What follows belongs to an exercise in optimizing a design on an open flow for small area, a short achievable clock period and few clock cycles; a production flow would make more cautious choices.
Function was checked by simulation only, so behaviour that the tests miss may differ from the original.
Power is estimated from default activity; no workload was simulated.

==> inputs of run K <==
// framer
module framer (
    input  wire        clk,
    input  wire        rst,         
    input  wire        bus_we,
    input  wire [7:0]  bus_addr,
    input  wire [31:0] bus_wdata,
    output reg  [31:0] bus_rdata,
    output reg  [7:0]  tx_data,
    output wire        tx_last,
    output wire        tx_valid,
    input  wire        tx_ready
);
==> module rot_eng, before the edit <==
module rot_eng (
    input  wire        clk,
    input  wire        rst,
    input  wire        start,     
    input  wire        lay14,     
    input  wire [31:0] mn,        
    input  wire [4:0]  msb,
    input  wire        nz,
    output wire        idle,
    output wire        fin,       
    output wire [51:0] frac,
    output wire [10:0] expo
);
    localparam [1:0] S_IDLE = 2'd0, S_LOAD = 2'd1, S_RUN = 2'd2;
    localparam [17:0] DV1 = 18'd13070;    
    localparam [11:0] DV2 = 12'd200;      
    reg  [1:0]  st;
    reg  [3:0]  cnt;
    reg  [51:0] w;
    reg  [13:0] r;        
    reg  [7:0]  rb;       
    reg  [5:0]  dl;       
    reg         nzr;
    reg         alr;      
    reg         al2;      
    wire run  = (st == S_RUN);
    wire c3   = (cnt == 4'd3);
    wire d1on = (cnt <= 4'd12);
    wire d2on = lay14 && (cnt >= 4'd3);
    assign idle = (st == S_IDLE);
    assign fin  = run && (lay14 ? (cnt == 4'd15) : (cnt == 4'd12));
    assign frac = w;
    assign expo = nzr ? {~dl[5], {5{dl[5]}}, dl[4:0]} : 11'd0;
    wire [17:0] t1 = {r, w[51:48]};
    reg  [3:0]  q1;
    reg  [17:0] m1;
    integer j;
    always @(*) begin
        q1 = 4'd0;
        for (j = 1; j < 16; j = j + 1)
            if (t1 >= j * DV1) q1 = j[3:0];
        m1 = q1 * DV1;
    end
    wire [17:0] r1 = t1 - m1;
    wire        al2n = (w[11:6] >= 6'd36);
    wire [8:0]  rb0a = {1'b1, w[11:4]} - 9'd200;
    wire [8:0]  rb0b = {2'b01, w[11:5]} - 9'd200;
    wire        a2   = c3 ? al2n : al2;
    wire [7:0]  rb0  = c3 ? (nzr ? (al2n ? rb0b[7:0] : rb0a[7:0]) : 8'd0) : rb;
    wire [3:0]  din2 = (cnt == 4'd15) ? 4'b0100 :
                       (cnt == 4'd14) ? (a2 ? {w[4], 3'b110} : 4'b0110) :
                       (a2 ? w[4:1] : w[3:0]);
    wire [11:0] t2 = {rb0, din2};
    reg  [3:0]  q2;
    reg  [11:0] m2;
    always @(*) begin
        q2 = 4'd0;
        for (j = 1; j < 16; j = j + 1)
            if (t2 >= j * DV2) q2 = j[3:0];
        m2 = q2 * DV2;
    end
    wire [11:0] r2 = t2 - m2;
    wire        al  = (mn[31:18] >= 14'd13070);
    wire [14:0] ra  = {1'b0, mn[31:18]} - 15'd13070;
    wire [14:0] rna = mn[31:17] - 15'd13070;
    always @(posedge clk) begin
        if (rst)
            st <= S_IDLE;
        else if (start)
            st <= S_LOAD;
        else if (st == S_LOAD)
            st <= S_RUN;
        else if (fin)
            st <= S_IDLE;
    end
    always @(posedge clk) begin
        if (st == S_LOAD) begin
            w   <= al ? {mn[17:0], 21'd0, 13'd6535} : {mn[16:0], 22'd0, 13'd6535};
            r   <= nz ? (al ? ra[13:0] : rna[13:0]) : 14'd0;
            dl  <= {1'b0, msb} - 6'd13;
            alr <= al;
            nzr <= nz;
            cnt <= 4'd0;
        end else if (run) begin
            cnt <= cnt + 4'd1;
            if (d1on)
                r <= r1[13:0];
            if (d2on)
                rb <= r2[7:0];
            if (cnt == 4'd0)
                dl <= dl - {5'd0, ~alr};
            if (c3 && lay14) begin
                al2 <= al2n;
                dl  <= dl - (al2n ? 6'd6 : 6'd7);
            end
            if (!d2on)
                w <= {w[47:0], q1};
            else if (cnt <= 4'd13)
                w <= {w[47:8], q2, w[3:0], q1};
            else if (cnt == 4'd14)
                w <= {w[51:8], q2, w[3:0]};
            else
                w <= {w[51:4], q2};
        end
    end
endmodule
clock: 10.0 ns
lec_check: 0
cap_margin: 20
core_margin: 2
core_utilization: 40
setup_slack_margin: 4.0
slew_margin: 20
run.sh (not shown) runs the stock make flow with config.mk's settings and CLKGATE_MAP_FILE= SYNTH_SCRIPT=/design/flow/synth_recipe.tcl, a recipe that flattens the netlist after the stock synthesis.
==> run M: changes against run K <==
--- a/flow/design.v
+++ b/flow/design.v
@@ -35,6 +35,6 @@
     localparam [11:0] DV2 = 12'd200;      
     reg  [1:0]  st;
-    reg  [3:0]  cnt;
-    reg  [51:0] w;
+    reg  [4:0]  cnt;
+    reg  [55:0] w;
     reg  [13:0] r;        
     reg  [7:0]  rb;       
@@ -44,12 +44,12 @@
     reg         al2;      
     wire run  = (st == S_RUN);
-    wire c3   = (cnt == 4'd3);
-    wire d1on = (cnt <= 4'd12);
-    wire d2on = lay14 && (cnt >= 4'd3);
+    wire c3   = (cnt == 5'd3);
+    wire d1on = (cnt <= 5'd13);
+    wire d2on = lay14 && (cnt >= 5'd3);
     assign idle = (st == S_IDLE);
-    assign fin  = run && (lay14 ? (cnt == 4'd15) : (cnt == 4'd12));
-    assign frac = w;
+    assign fin  = run && (lay14 ? (cnt == 5'd16) : (cnt == 5'd13));
+    assign frac = w[51:0];
     assign expo = nzr ? {~dl[5], {5{dl[5]}}, dl[4:0]} : 11'd0;
-    wire [17:0] t1 = {r, w[51:48]};
+    wire [17:0] t1 = {r, w[55:52]};
     reg  [3:0]  q1;
     reg  [17:0] m1;
@@ -62,11 +62,9 @@
     end
     wire [17:0] r1 = t1 - m1;
-    wire        al2n = (w[11:6] >= 6'd36);
-    wire [8:0]  rb0a = {1'b1, w[11:4]} - 9'd200;
-    wire [8:0]  rb0b = {2'b01, w[11:5]} - 9'd200;
+    wire        al2n = (w[8:2] >= 7'd100);
     wire        a2   = c3 ? al2n : al2;
-    wire [7:0]  rb0  = c3 ? (nzr ? (al2n ? rb0b[7:0] : rb0a[7:0]) : 8'd0) : rb;
-    wire [3:0]  din2 = (cnt == 4'd15) ? 4'b0100 :
-                       (cnt == 4'd14) ? (a2 ? {w[4], 3'b110} : 4'b0110) :
+    wire [7:0]  rb0  = c3 ? (al2n ? {4'd0, w[8:5]} : {3'd0, w[8:4]}) : rb;
+    wire [3:0]  din2 = (cnt == 5'd16) ? 4'b0100 :
+                       (cnt == 5'd15) ? (a2 ? {w[4], 3'b110} : 4'b0110) :
                        (a2 ? w[4:1] : w[3:0]);
     wire [11:0] t2 = {rb0, din2};
@@ -80,7 +78,5 @@
     end
     wire [11:0] r2 = t2 - m2;
-    wire        al  = (mn[31:18] >= 14'd13070);
-    wire [14:0] ra  = {1'b0, mn[31:18]} - 15'd13070;
-    wire [14:0] rna = mn[31:17] - 15'd13070;
+    wire al = (mn[31:19] >= 13'd6535);
     always @(posedge clk) begin
         if (rst)
@@ -95,17 +91,17 @@
     always @(posedge clk) begin
         if (st == S_LOAD) begin
-            w   <= al ? {mn[17:0], 21'd0, 13'd6535} : {mn[16:0], 22'd0, 13'd6535};
-            r   <= nz ? (al ? ra[13:0] : rna[13:0]) : 14'd0;
+            w   <= al ? {mn[21:0], 21'd0, 13'd6535} : {mn[20:0], 22'd0, 13'd6535};
+            r   <= al ? {4'd0, mn[31:22]} : {3'd0, mn[31:21]};
             dl  <= {1'b0, msb} - 6'd13;
             alr <= al;
             nzr <= nz;
-            cnt <= 4'd0;
+            cnt <= 5'd0;
         end else if (run) begin
-            cnt <= cnt + 4'd1;
+            cnt <= cnt + 5'd1;
             if (d1on)
                 r <= r1[13:0];
             if (d2on)
                 rb <= r2[7:0];
-            if (cnt == 4'd0)
+            if (cnt == 5'd0)
                 dl <= dl - {5'd0, ~alr};
             if (c3 && lay14) begin
@@ -114,11 +110,13 @@
             end
             if (!d2on)
-                w <= {w[47:0], q1};
-            else if (cnt <= 4'd13)
-                w <= {w[47:8], q2, w[3:0], q1};
-            else if (cnt == 4'd14)
-                w <= {w[51:8], q2, w[3:0]};
+                w <= {w[51:0], q1};
+            else if (cnt <= 5'd13)
+                w <= {w[51:8], q2, w[3:0], q1};
+            else if (cnt == 5'd14)
+                w <= {w[51:8], q2, w[3:0], 4'd0};
+            else if (cnt == 5'd15)
+                w <= {w[55:8], q2, w[3:0]};
             else
-                w <= {w[51:4], q2};
+                w <= {w[55:4], q2};
         end
     end
- SETUP_SLACK_MARGIN: 4.0 -> default
==> notes <==
Against run K, the total power of run M is lower by about 0.38%.
In run K the die area is larger than in run M, by about 2.5%.
Between run K and run M, the lower critical path depth is in run M (gap 2).
In run M the clock power is higher than in run K, by about 5%.
Of run M and run K, run K has the higher first-iteration DRC count (gap 6.6%, measured against run K).
In run K the wire length is larger than in run M, by 7.1%.
In run M the worst hold slack is worse than in run K, by 0.0044 ns.
Between run K and run M, the lower global-route usage is in run M (gap 1.2 points).
Of run K and run M, run K has the higher combinational power (gap 32%, measured against run M).
Between run M and run K, the lower core utilization is in run M (gap 1.8 points).
Of run K and run M, run K has the higher non-clock buffer count (gap 143).
Testbench counts of run K, summed over its fixed seeds: cycles 18,305.
Testbench counts of run M, summed over its fixed seeds: cycles 18,689.

-- afterwards: timing with drivers on the ports --
The results above use ideal ports. As a check the final layouts listed here were re-extracted and re-timed, cells and wires unchanged.
Step 1: set_driving_cell puts a clkbuf_16 on clk and a buf_2 on each other input, an assumption about the parent block.
Step 2 times the ports against the registers' clock, not the clock port: input delays grow and output delays shrink by t, the midpoint of the rising clock arrivals with the driver on.
a / b / c = no drivers / after step 1 / after step 2; a / b = the first two.
run | t (ns) | setup WS [ns] | worst register clock-pin slew, ns | pins driven straight from the clock port
run K | 0.685 | 3.984 / 3.959 / 3.959 | 0.06 / 0.06 | 1
run M | 0.691 | 2.086 / 2.043 / 2.043 | 0.07 / 0.07 | 1
After both steps every run listed still meets setup and hold. The setup slack of run M, which loses most, moves by -0.043 ns with the drivers and by -0.043 ns with both steps.
